Background: an optimization exercise with open tools, aiming at small area, a short achievable clock period and few clock cycles per item. Do not read the settings as production practice. Only simulation tests tie the RTL to the original design; equivalence was not proved. Power is estimated from default activity; no workload was simulated.

## flow/run.sh

```bash
#!/bin/bash
# synth_recipe.tcl (not shown) runs the flow's synth.tcl, then flattens the netlist and writes it again
# the make line also repeats each setting of config.mk as NAME=value (left out here)
make -C /OpenROAD-flow-scripts/flow DESIGN_CONFIG=/design/flow/config.mk WORK_HOME=/design/flow/orfs CLKGATE_MAP_FILE= SYNTH_SCRIPT=/design/flow/synth_recipe.tcl finish
```

## flow/config.mk

```make
export PLATFORM = sky130hd
export DESIGN_NAME = sensor_sampler
export DESIGN_NICKNAME = sensor_sampler
export VERILOG_FILES = /design/flow/design.v
export SDC_FILE = /design/flow/constraint.sdc
export NUM_CORES = 4
export LEC_CHECK = 0
export CAP_MARGIN = 20
export CORE_MARGIN = 2
export CORE_UTILIZATION = 40
export SLEW_MARGIN = 20
```

## flow/constraint.sdc

```tcl
create_clock -name core_clock -period 40.0 [get_ports {clk}]
set_input_delay 8.0000 -clock core_clock [delete_from_list [all_inputs] [get_ports {clk}]]
set_output_delay 8.0000 -clock core_clock [all_outputs]
set_load 0.01 [all_outputs]
```

## flow/design.v

```verilog
module sensor_sampler #(
    parameter integer SA = 16,    
    parameter integer SG = 131    
) (
    input  wire        clk,
    input  wire        rst,
    input  wire        cmd_valid,
    input  wire [7:0]  cmd_data,
    output wire        cmd_ready,
    output reg         resp_valid,
    output reg         resp_kind,       
    output wire [15:0] resp_value,
    input  wire        resp_ready,
    output reg         bus_dir,         
    output reg         tx_valid,
    output wire [7:0]  tx_data,
    input  wire        tx_ready,        
    input  wire        rx_valid,
    input  wire [7:0]  rx_data,
    output wire        rx_ready,
    output reg         txt_valid,
    output reg  [7:0]  txt_data,
    input  wire        txt_ready
);
    reg         cmd_rdy;
    reg         rxst;           
    reg         post;           
    reg         txst;           
    reg         getw;           
    reg         dump;
    reg         cvalid;         
    reg         pl;             
    reg         pb;             
    reg  [3:0]  k;              
    reg  [1:0]  aptr, gptr;     
    reg  [2:0]  line;
    reg  [4:0]  pos;
    reg  [1:0]  didx;
    reg         vph;
    reg  [15:0] S;              
    reg  [11:0] A0, A1, A2;     
    reg  [8:0]  G0, G1, G2;     
    assign cmd_ready  = cmd_rdy;
    assign resp_value = S;
    assign tx_data    = 8'h3C;
    assign rx_ready   = rxst;
    wire cmd_fire = cmd_valid & cmd_rdy;
    wire rx_fire  = rx_valid & rxst;
    wire tx_fire  = tx_valid & tx_ready;
    wire resp_take = resp_valid & resp_ready;
    wire is_sd  = (cmd_data[7:2] == 6'd0) & (cmd_data[1] ^ cmd_data[0]);
    wire is_get = (cmd_data[7:3] == 5'b00010) & ~(cmd_data[2] & cmd_data[1]);
    wire is_ill = ~is_sd & ~is_get;
    wire [7:0]  hb   = txt_data;            
    wire        hs   = hb[7];
    wire [11:0] ax   = {hb, S[7:4]} ^ {12{hs}};
    wire [11:0] amag = ax + {11'd0, hs & (S[3:0] == 4'd0)};
    wire [11:0] anew = {hs & (amag != 12'd0), amag[10:0]};
    wire [7:0] dv_r0 = pb ? S[15:8] : {1'b0, hb[6:0] ^ {7{hs}}};
    wire [3:0] dv_b  = pb ? S[7:4]  : (S[7:4] ^ {4{hs}});
    function [8:0] dstep(input [7:0] r, input b);
        reg [8:0] t;
        begin
            t = {r, b};
            if (t >= 9'd131) dstep = {1'b1, t[7:0] - 8'd131};
            else             dstep = {1'b0, t[7:0]};
        end
    endfunction
    wire [8:0] d1 = dstep(dv_r0,    dv_b[3]);
    wire [8:0] d2 = dstep(d1[7:0],  dv_b[2]);
    wire [8:0] d3 = dstep(d2[7:0],  dv_b[1]);
    wire [8:0] d4 = dstep(d3[7:0],  dv_b[0]);
    wire [3:0] dq = {d1[8], d2[8], d3[8], d4[8]};
    wire [7:0] gq = {S[3:0], dq} + {7'd0, resp_kind & (d4[7:0] == 8'd130)};
    wire [8:0] gnew = {resp_kind & (gq != 8'd0), gq};
    wire [2:0]  tgt  = txt_data[2:0];
    wire        tgrp = tgt[2] | (tgt[1] & tgt[0]);
    wire [1:0]  tidx = tgrp ? {tgt[2] & tgt[0], tgt[2] & ~tgt[0]} : tgt[1:0];
    wire        thit = tgrp ? (gptr == tidx) : (aptr == tidx);
    wire        tsg  = tgrp ? G2[8] : A2[11];
    wire [10:0] tmg  = tgrp ? {3'd0, G2[7:0]} : A2[10:0];
    wire [10:0] tcv  = (tmg ^ {11{tsg}}) + {10'd0, tsg};
    function [3:0] add3(input [3:0] d, input en);
        add3 = (en && d >= 4'd5) ? d + 4'd3 : d;
    endfunction
    wire [15:0] ddc = {S[15:12], add3(S[11:8], k[3]), add3(S[7:4], k[3] | k[2]),
                       add3(S[3:0], 1'b1)};
    wire [15:0] dds = {ddc[14:0], ddc[15]};
    wire        dd_done = (k == 4'd12);
    wire [2:0] ch = line - 3'd1;
    reg  [3:0] klen;
    always @(*) begin
        case (ch)
            3'd3:    klen = 4'd9;
            3'd4:    klen = 4'd10;
            3'd5:    klen = 4'd8;
            default: klen = 4'd5;
        endcase
    end
    wire [4:0] vpos = {1'b0, klen} + 5'd5;
    function [7:0] key_char(input [2:0] c, input [3:0] i);
        begin
            key_char = " ";
            if (c < 3'd3) begin
                case (i)
                    4'd0: key_char = "A";
                    4'd1: key_char = "c";
                    4'd2: key_char = "c";
                    4'd3: key_char = " ";
                    default: key_char = (c == 3'd0) ? "X" : (c == 3'd1) ? "Y" : "Z";
                endcase
            end else begin
                case (i)
                    4'd0: key_char = "G";
                    4'd1: key_char = "y";
                    4'd2: key_char = "r";
                    4'd3: key_char = "o";
                    4'd4: key_char = " ";
                    default:
                        case (c)
                            3'd3: key_char = (i == 4'd5) ? "R" : (i == 4'd6) ? "o" : "l";
                            3'd4: key_char = (i == 4'd5) ? "P" : (i == 4'd6) ? "i" :
                                             (i == 4'd7) ? "t" : (i == 4'd8) ? "c" : "h";
                            default: key_char = (i == 4'd5) ? "Y" : (i == 4'd6) ? "a" : "w";
                        endcase
                endcase
            end
        end
    endfunction
    reg  [7:0] fchr;
    reg        lend;        
    always @(*) begin
        fchr = 8'h0A;
        lend = 1'b0;
        if (line == 3'd0 || line == 3'd7) begin
            if (pos == 5'd0) fchr = (line == 3'd0) ? "{" : "}";
            else             lend = (line == 3'd0);
        end else if (pos == 5'd0) fchr = 8'h09;
        else if (pos == 5'd1) fchr = 8'h22;
        else if (pos < {1'b0, klen} + 5'd2) fchr = key_char(ch, pos[3:0] - 4'd2);
        else if (pos == {1'b0, klen} + 5'd2) fchr = 8'h22;
        else if (pos == {1'b0, klen} + 5'd3) fchr = ":";
        else if (pos == {1'b0, klen} + 5'd4) fchr = " ";
        else if (pos == vpos + 5'd1 && line != 3'd6) fchr = ",";
        else lend = 1'b1;
    end
    wire       at_val  = (line != 3'd0) && (line != 3'd7) && (pos == vpos);
    wire       at_end  = (line == 3'd7) && (pos == 5'd2);
    wire [1:0] first   = (S[15:12] != 4'd0) ? 2'd3 : (S[11:8] != 4'd0) ? 2'd2 :
                         (S[7:4] != 4'd0) ? 2'd1 : 2'd0;
    wire       emit_neg = ~vph & resp_kind;
    wire [1:0] dsel    = vph ? didx : first;
    reg  [3:0] dig;
    always @(*) begin
        case (dsel)
            2'd0: dig = S[3:0];
            2'd1: dig = S[7:4];
            2'd2: dig = S[11:8];
            default: dig = S[15:12];
        endcase
    end
    wire       txt_adv = txst & (~txt_valid | txt_ready);
    wire       val_ok  = dd_done;
    wire       val_end = ~emit_neg & (dsel == 2'd0);    
    wire       ddl_txt = txt_adv & at_val & val_ok & val_end & (line != 3'd6);
    wire       ddl_first = txst & (k == 4'd13) & ~pl;
    wire       ddl     = ddl_txt | ddl_first;
    wire       ddl_gyro = ddl_txt & (line >= 3'd3);
    wire rot_a = (ddl & ~ddl_gyro) | (getw & cvalid & ~thit & ~tgrp);
    wire rot_g = ddl_gyro | (getw & cvalid & ~thit & tgrp);
    wire push_a = pl & ~k[3];
    wire push_g = pb;
    always @(posedge clk) begin
        if (push_a | rot_a) begin
            A0 <= push_a ? anew : A2;
            A1 <= A0;
            A2 <= A1;
        end
        if (push_g | rot_g) begin
            G0 <= push_g ? gnew : G2;
            G1 <= G0;
            G2 <= G1;
        end
    end
    always @(posedge clk) begin
        if (rst) begin
            cmd_rdy    <= 1'b1;
            resp_valid <= 1'b0;
            tx_valid   <= 1'b0;
            bus_dir    <= 1'b0;
            txt_valid  <= 1'b0;
            rxst       <= 1'b0;
            post       <= 1'b0;
            txst       <= 1'b0;
            getw       <= 1'b0;
            cvalid     <= 1'b0;
            pl         <= 1'b0;
            pb         <= 1'b0;
        end else begin
            if (resp_take) begin
                resp_valid <= 1'b0;
                cmd_rdy    <= 1'b1;
            end
            if (cmd_fire) begin
                cmd_rdy        <= 1'b0;
                S              <= 16'h0004;
                resp_kind      <= 1'b0;
                txt_data[2:0]  <= cmd_data[2:0];
                dump           <= cmd_data[1];
                tx_valid       <= is_sd;
                bus_dir        <= is_sd;
                getw           <= is_get;
                resp_valid     <= is_ill;
            end
            if (getw) begin
                if (!cvalid || thit) begin
                    getw       <= 1'b0;
                    resp_valid <= 1'b1;
                    resp_kind  <= 1'b1;
                    S          <= cvalid ? {{5{tsg}}, tcv} : 16'd0;
                end else if (tgrp) begin
                    gptr <= (gptr == 2'd2) ? 2'd0 : gptr + 2'd1;
                end else begin
                    aptr <= (aptr == 2'd2) ? 2'd0 : aptr + 2'd1;
                end
            end
            if (tx_fire)
                tx_valid <= 1'b0;
            if (bus_dir && !tx_valid && tx_ready) begin
                bus_dir <= 1'b0;
                rxst    <= 1'b1;
                k       <= 4'd0;
                aptr    <= 2'd0;
                gptr    <= 2'd0;
            end
            if (pl) begin
                pl <= 1'b0;
                if (k[3]) begin
                    S         <= {d4[7:0], S[3:0] ^ {4{hs}}, dq};
                    resp_kind <= hs;
                    pb        <= 1'b1;
                end
            end
            if (pb)
                pb <= 1'b0;
            if (rx_fire) begin
                k <= k + 4'd1;
                if (k[0]) begin
                    S[7:0] <= rx_data;
                    pl     <= 1'b1;
                end else if (k != 4'd12) begin
                    txt_data <= rx_data;
                end else begin
                    rxst <= 1'b0;
                    if (dump) begin
                        txst      <= 1'b1;
                        txt_valid <= 1'b1;
                        txt_data  <= "{";
                        line      <= 3'd0;
                        pos       <= 5'd1;
                        vph       <= 1'b0;
                    end else begin
                        post <= 1'b1;
                    end
                end
            end
            if (post && !pl) begin
                post       <= 1'b0;
                cvalid     <= 1'b1;
                resp_valid <= 1'b1;
                resp_kind  <= 1'b0;
                S          <= 16'd0;
            end
            if (txst && k != 4'd12 && k != 4'd13)
                k <= k + 4'd1;
            if (txst && k < 4'd12)
                S <= dds;
            if (ddl) begin
                if (ddl_gyro) begin
                    S         <= {G2[4:0], 8'd0, G2[7:5]};
                    k         <= 4'd7;
                    resp_kind <= G2[8];
                end else begin
                    S         <= {A2[8:0], 4'd0, A2[11] & (A2[10:0] == 11'd0), A2[10:9]};
                    k         <= 4'd3;
                    resp_kind <= A2[11];
                end
            end
            if (txt_adv) begin
                if (at_end) begin
                    txst       <= 1'b0;
                    txt_valid  <= 1'b0;
                    cvalid     <= 1'b1;
                    resp_valid <= 1'b1;
                    resp_kind  <= 1'b0;
                    S          <= 16'd0;
                end else if (at_val) begin
                    if (!val_ok) begin
                        txt_valid <= 1'b0;
                    end else begin
                        txt_valid <= 1'b1;
                        if (emit_neg) begin
                            txt_data <= "-";
                            vph      <= 1'b1;
                            didx     <= first;
                        end else begin
                            txt_data <= {4'h3, dig};
                            if (dsel == 2'd0) begin
                                vph <= 1'b0;
                                pos <= pos + 5'd1;
                            end else begin
                                vph  <= 1'b1;
                                didx <= dsel - 2'd1;
                            end
                        end
                    end
                end else begin
                    txt_valid <= 1'b1;
                    txt_data  <= fchr;
                    if (lend) begin
                        line <= line + 3'd1;
                        pos  <= 5'd0;
                    end else begin
                        pos <= pos + 5'd1;
                    end
                end
            end
        end
    end
endmodule
```

==> run notes <==
[sequential cells by signal, indices dropped and copies added, names as in the netlist, 3 cells and up]
signal    flops
pos           5
A1           12
k             4
G0            9
G2            9
A2           12
A0           12
line          3
G1            9
S            16
txt_data      8
[stage by stage]
stage	instances	power, mW	area [µm²]	worst slack, ps
floorplan	1212	0.244	10400	28660
global placement	1529	0.280	11100	28960
detailed placement	1529	0.280	11100	28870
CTS	1560	0.426	11600	29310
global route	1560	0.447	11600	29290
finish	1560	0.427	11600	29600
[how the worst min path moves through the flow]
stage	endpoint	slack [ps]	depth (start not counted)
6_report	A1[5]$_DFFE_PP_	410	0
5_1_grt	A1[2]$_DFFE_PP_	420	0
4_1_cts	A1[2]$_DFFE_PP_	410	0
3_5_place_dp	A1[4]$_DFFE_PP_	400	0
3_3_place_gp	G1[1]$_DFFE_PP_	400	0
2_1_floorplan	A1[0]$_DFFE_PP_	400	0
[layout make-up]
cell class | count | area, µm² | area share
multi-input combinational | 967 | 6400 | 0.550
sequential | 120 | 3480 | 0.299
timing repair buffer | 66 | 628 | 0.0539
clock buffer | 21 | 440 | 0.0378
tap | 330 | 413 | 0.0354
inverter | 46 | 175 | 0.0150
clock inverter | 10 | 105 | 0.00902
[Yosys cell counts, types with 8 or more instances]
cell | n | area, µm²
sky130_fd_sc_hd__nand2_1 | 126 | 473
sky130_fd_sc_hd__edfxtp_1 | 108 | 3240
sky130_fd_sc_hd__nor2_1 | 105 | 394
sky130_fd_sc_hd__a21oi_1 | 82 | 410
sky130_fd_sc_hd__o21ai_0 | 80 | 400
sky130_fd_sc_hd__xnor2_1 | 56 | 490
sky130_fd_sc_hd__clkbuf_1 | 54 | 203
sky130_fd_sc_hd__ha_1 | 46 | 576
sky130_fd_sc_hd__inv_1 | 43 | 161
sky130_fd_sc_hd__mux2i_1 | 36 | 360
sky130_fd_sc_hd__nor3_1 | 35 | 175
sky130_fd_sc_hd__nand3_1 | 30 | 150
sky130_fd_sc_hd__xor2_1 | 23 | 201
sky130_fd_sc_hd__a211oi_1 | 20 | 150
sky130_fd_sc_hd__nand2b_1 | 19 | 119
sky130_fd_sc_hd__a31oi_1 | 18 | 113
sky130_fd_sc_hd__a221oi_1 | 16 | 140
sky130_fd_sc_hd__o31ai_1 | 15 | 113
sky130_fd_sc_hd__and3_1 | 13 | 81.3
sky130_fd_sc_hd__nor2b_1 | 13 | 81.3
sky130_fd_sc_hd__and2_1 | 12 | 75.1
sky130_fd_sc_hd__dfxtp_1 | 12 | 240
sky130_fd_sc_hd__nand4_1 | 12 | 75.1
sky130_fd_sc_hd__o211ai_1 | 12 | 90.1
sky130_fd_sc_hd__o22ai_1 | 12 | 75.1
sky130_fd_sc_hd__buf_4 | 10 | 75.1
sky130_fd_sc_hd__nor3b_1 | 9 | 67.6
sky130_fd_sc_hd__or2_2 | 9 | 56.3
sky130_fd_sc_hd__buf_2 | 8 | 40.0
sky130_fd_sc_hd__mux2_2 | 8 | 90.1
sky130_fd_sc_hd__nand3b_1 | 8 | 60.1
sky130_fd_sc_hd__nor4_1 | 8 | 50.1
[critical path, cell delays in order]
cell,delay (ps)
sky130_fd_sc_hd__clkdlybuf4s50_1,460
sky130_fd_sc_hd__o21ai_0,230
sky130_fd_sc_hd__a2111oi_0,700
sky130_fd_sc_hd__nor2b_1,210
sky130_fd_sc_hd__buf_4,260
sky130_fd_sc_hd__nor2_1,80
sky130_fd_sc_hd__nand2_2,470
[per-layer routing]
| metal | vias up | track usage | part of all wire |
|---|---|---|---|
| met5 | - | 0 | 0 |
| met4 | 0 | 0.0711 | 0.023 |
| met3 | 46 | 0.0437 | 0.069 |
| met2 | 393 | 0.370 | 0.45 |
| met1 | 4529 | 0.340 | 0.46 |
| li1 | 4514 | - | - |
[kinds of logic (layout without fill, tap and decap cells)]
logic type,count (synthesis),count (layout),share of synthesized area
and+or+nand+nor,432,432,0.208
AOI/OAI and AO/OA,355,355,0.235
buffers and inverters,125,143,0.0501
DFF,120,120,0.336
xor gates and xnor gates,80,80,0.0683
adders and majority gates,46,46,0.0555
muxes,46,46,0.0462
other,2,8,0.000725
[report_power, final]
group / internal [mW] / switching (mW)
Clock: 0.0903 / 0.0567
Combinational: 0.0525 / 0.0784
Sequential: 0.139 / 0.00954
Total: 0.282 / 0.145
==> out/results.env <==
SYNTH_ENABLE_FLOP_CELLS=108
AREA.GROWTH.SYNTH_TO_FINAL_PCT=12.4
INITIAL_CORE_UTIL=0.409
LAYOUT.NETS=1287
CRITICAL_PATH.ENDPOINT='G2[2]$_DFFE_PP_'
YS_ASYNC_SR_FRACTION=0
NUMPORTBUFFERS=53
HOLD_PATH.CLASS='register to register'
DETAILROUTE.VIA_COUNT=9482
TIMING.SETUP.CRITICAL_PATH_CLASS='primary input to register'
RELSLEWSLACK=0.290
FP-ROW-COUNT=58
GRT_SETUP_UNREPAIRED='false'
CTSHOLDBUFFERS=0
LAYOUT.CORE_UTILIZATION=0.460
CLK_LATENCY_PS=430
YOSYSWARNINGCOUNT=1
SEQ_AREA_FRAC_SYNTH=0.336
TIMING.HOLD.WORST.START='A0[5]$_DFFE_PP_'
CRITICAL_PATH.STARTPOINT='txt_ready'
WIRE_PER_INST_UM=20.4
GRT_ANTENNA_BEFORE_REPAIR=0
CLOCK_PATH_BUFFERS=2
DR.PASS1.ITERS=6
FIN_WORST_SKEW_PS=10.3
POSTCTSSETUPBUFFERS=0
FINALMAXSLEWVIOLATIONS=0
FINALHOLDVIOLATIONS=0
CRITICAL_PATH_ARRIVAL_PS=10450
CTS.REPAIR.RESIZED=0
SYN_INST=1206
MOST-COMMON-LAYOUT-CELLS='125 x sky130_fd_sc_hd__nand2_1, 108 x sky130_fd_sc_hd__edfxtp_1, 105 x sky130_fd_sc_hd__nor2_1'
ROUTE.FINAL.WIRE_LENGTH_MM=31.8
POST-DP-HPWL_MM=23.6
WIRE_LENGTH_OF_THE_FIRST_GLOBAL_ROUTING_PASS_MM=50.2
GRT_UTIL_ALL_LAYERS=0.239
ANT_NETS=0
P_LEAK_nW=4.11
REG2REG_TO='G0[8]$_DFFE_PP_'
TIMING.FINAL.SETUP_VIOLATIONS=0
CTS_SINKS=120
PLACE.GP.CONGESTION=0.941
YOSYS.CELL_TYPES.COUNT=97
DRT-VIAS-PER-INSTANCE=6.08
START_KIND='primary input'
REQUIRED_PS=40050
SYNTH-SEQ-CELLS=120
P_PER_AREA_nW_PER_UM2=36.6
CAP_VIOL_MAX_COUNT=0
NUM-FILL-CELLS=2479
SYNTH.CELL_AREA_UM2=10400
MIN_CLOCK_PERIOD_POST_ROUTE_PS=10400
CTS.CLK_SLEW.WORST_PATHS_PS=60
CTS_INSERTED_BUFFERS=17
LAYOUT-DRIVE-GT1-SHARE=0.0724
DRT-INITIAL-DRC-COUNT=1009
WORSTREGTOREGCELLS=31
REG2REG_FROM='txt_data[7]$_DFFE_PN_'
DRC=0
CRITPATHMAXFANOUT=27
TIMING.SETUP.TNS_PS=0
N_ANTENNA_CELL=0
SYN_AREA_PER_CELL_UM2=8.59
YOSYS_MOST_USED_DFF='sky130_fd_sc_hd__edfxtp_1'
DIE_HEIGHT_UM=165
STATUS='timing/DRC/antenna clean'
ROOT_BUFFER='sky130_fd_sc_hd__clkbuf_16'
NUMBER_OF_GLOBAL_ROUTE_VIAS_BEFORE_REPAIR=8822
DIEAREA_UM2=27200
FMAX_MHz=96.2
VDD_DROP_MAX_mV=0.0237
FIN_CRIT_SH=0.260
CTS_TREE='yes'
GRT_START_MAX_NET_PINS=45
CORE-AREA_UM2=25300
ENDPOINT_KIND='register'
SETUP.REG_TO_REG.WORST_SLACK_PS=30120
GRT-OVFL-TOTAL=0
WORST_SLEW_PIN_SLEW_PS=1060
DIE_W_UM=165
CTSHTREEMAXLEVEL=4
IOS=62
MOST_COMMON_LIBRARY_CELL_IN_THE_LAYOUT_IGNORING_FILL_AND_TAPS='sky130_fd_sc_hd__nand2_1'
WHS_PS=409
Testbench counts, summed over its fixed seeds: cycles 46,515, commands 1,280.

## static timing again, ports no longer ideal
The results above use ideal ports. As a check the final layout listed here was re-extracted and re-timed, cells and wires unchanged.
Step 1 (the two cells are an assumption about what drives the block):
set clk [get_ports {clk}]
set_driving_cell -lib_cell sky130_fd_sc_hd__clkbuf_16 $clk
set_driving_cell -lib_cell sky130_fd_sc_hd__buf_2 [delete_from_list [all_inputs] $clk]
Step 2, shift: input delay + t, output delay - t, t = (earliest + latest rising clock arrival at the registers) / 2. This alone moves slack from input paths to output paths.
Slacks: no drivers / after step 1 / after step 2; pairs: no drivers / after step 1.
t (ns): 0.469
setup slack, ns: 29.604 / 29.629 / 29.160
worst setup path at the end: input to register
latest minus earliest clock arrival (ns): 0.010 / 0.010
slew at the worst register clock pin (ns): 0.06 / 0.06
After both steps this run still meets setup and hold. For this run, drivers alone change the setup slack by +0.025 ns; drivers and shift together by -0.444 ns.
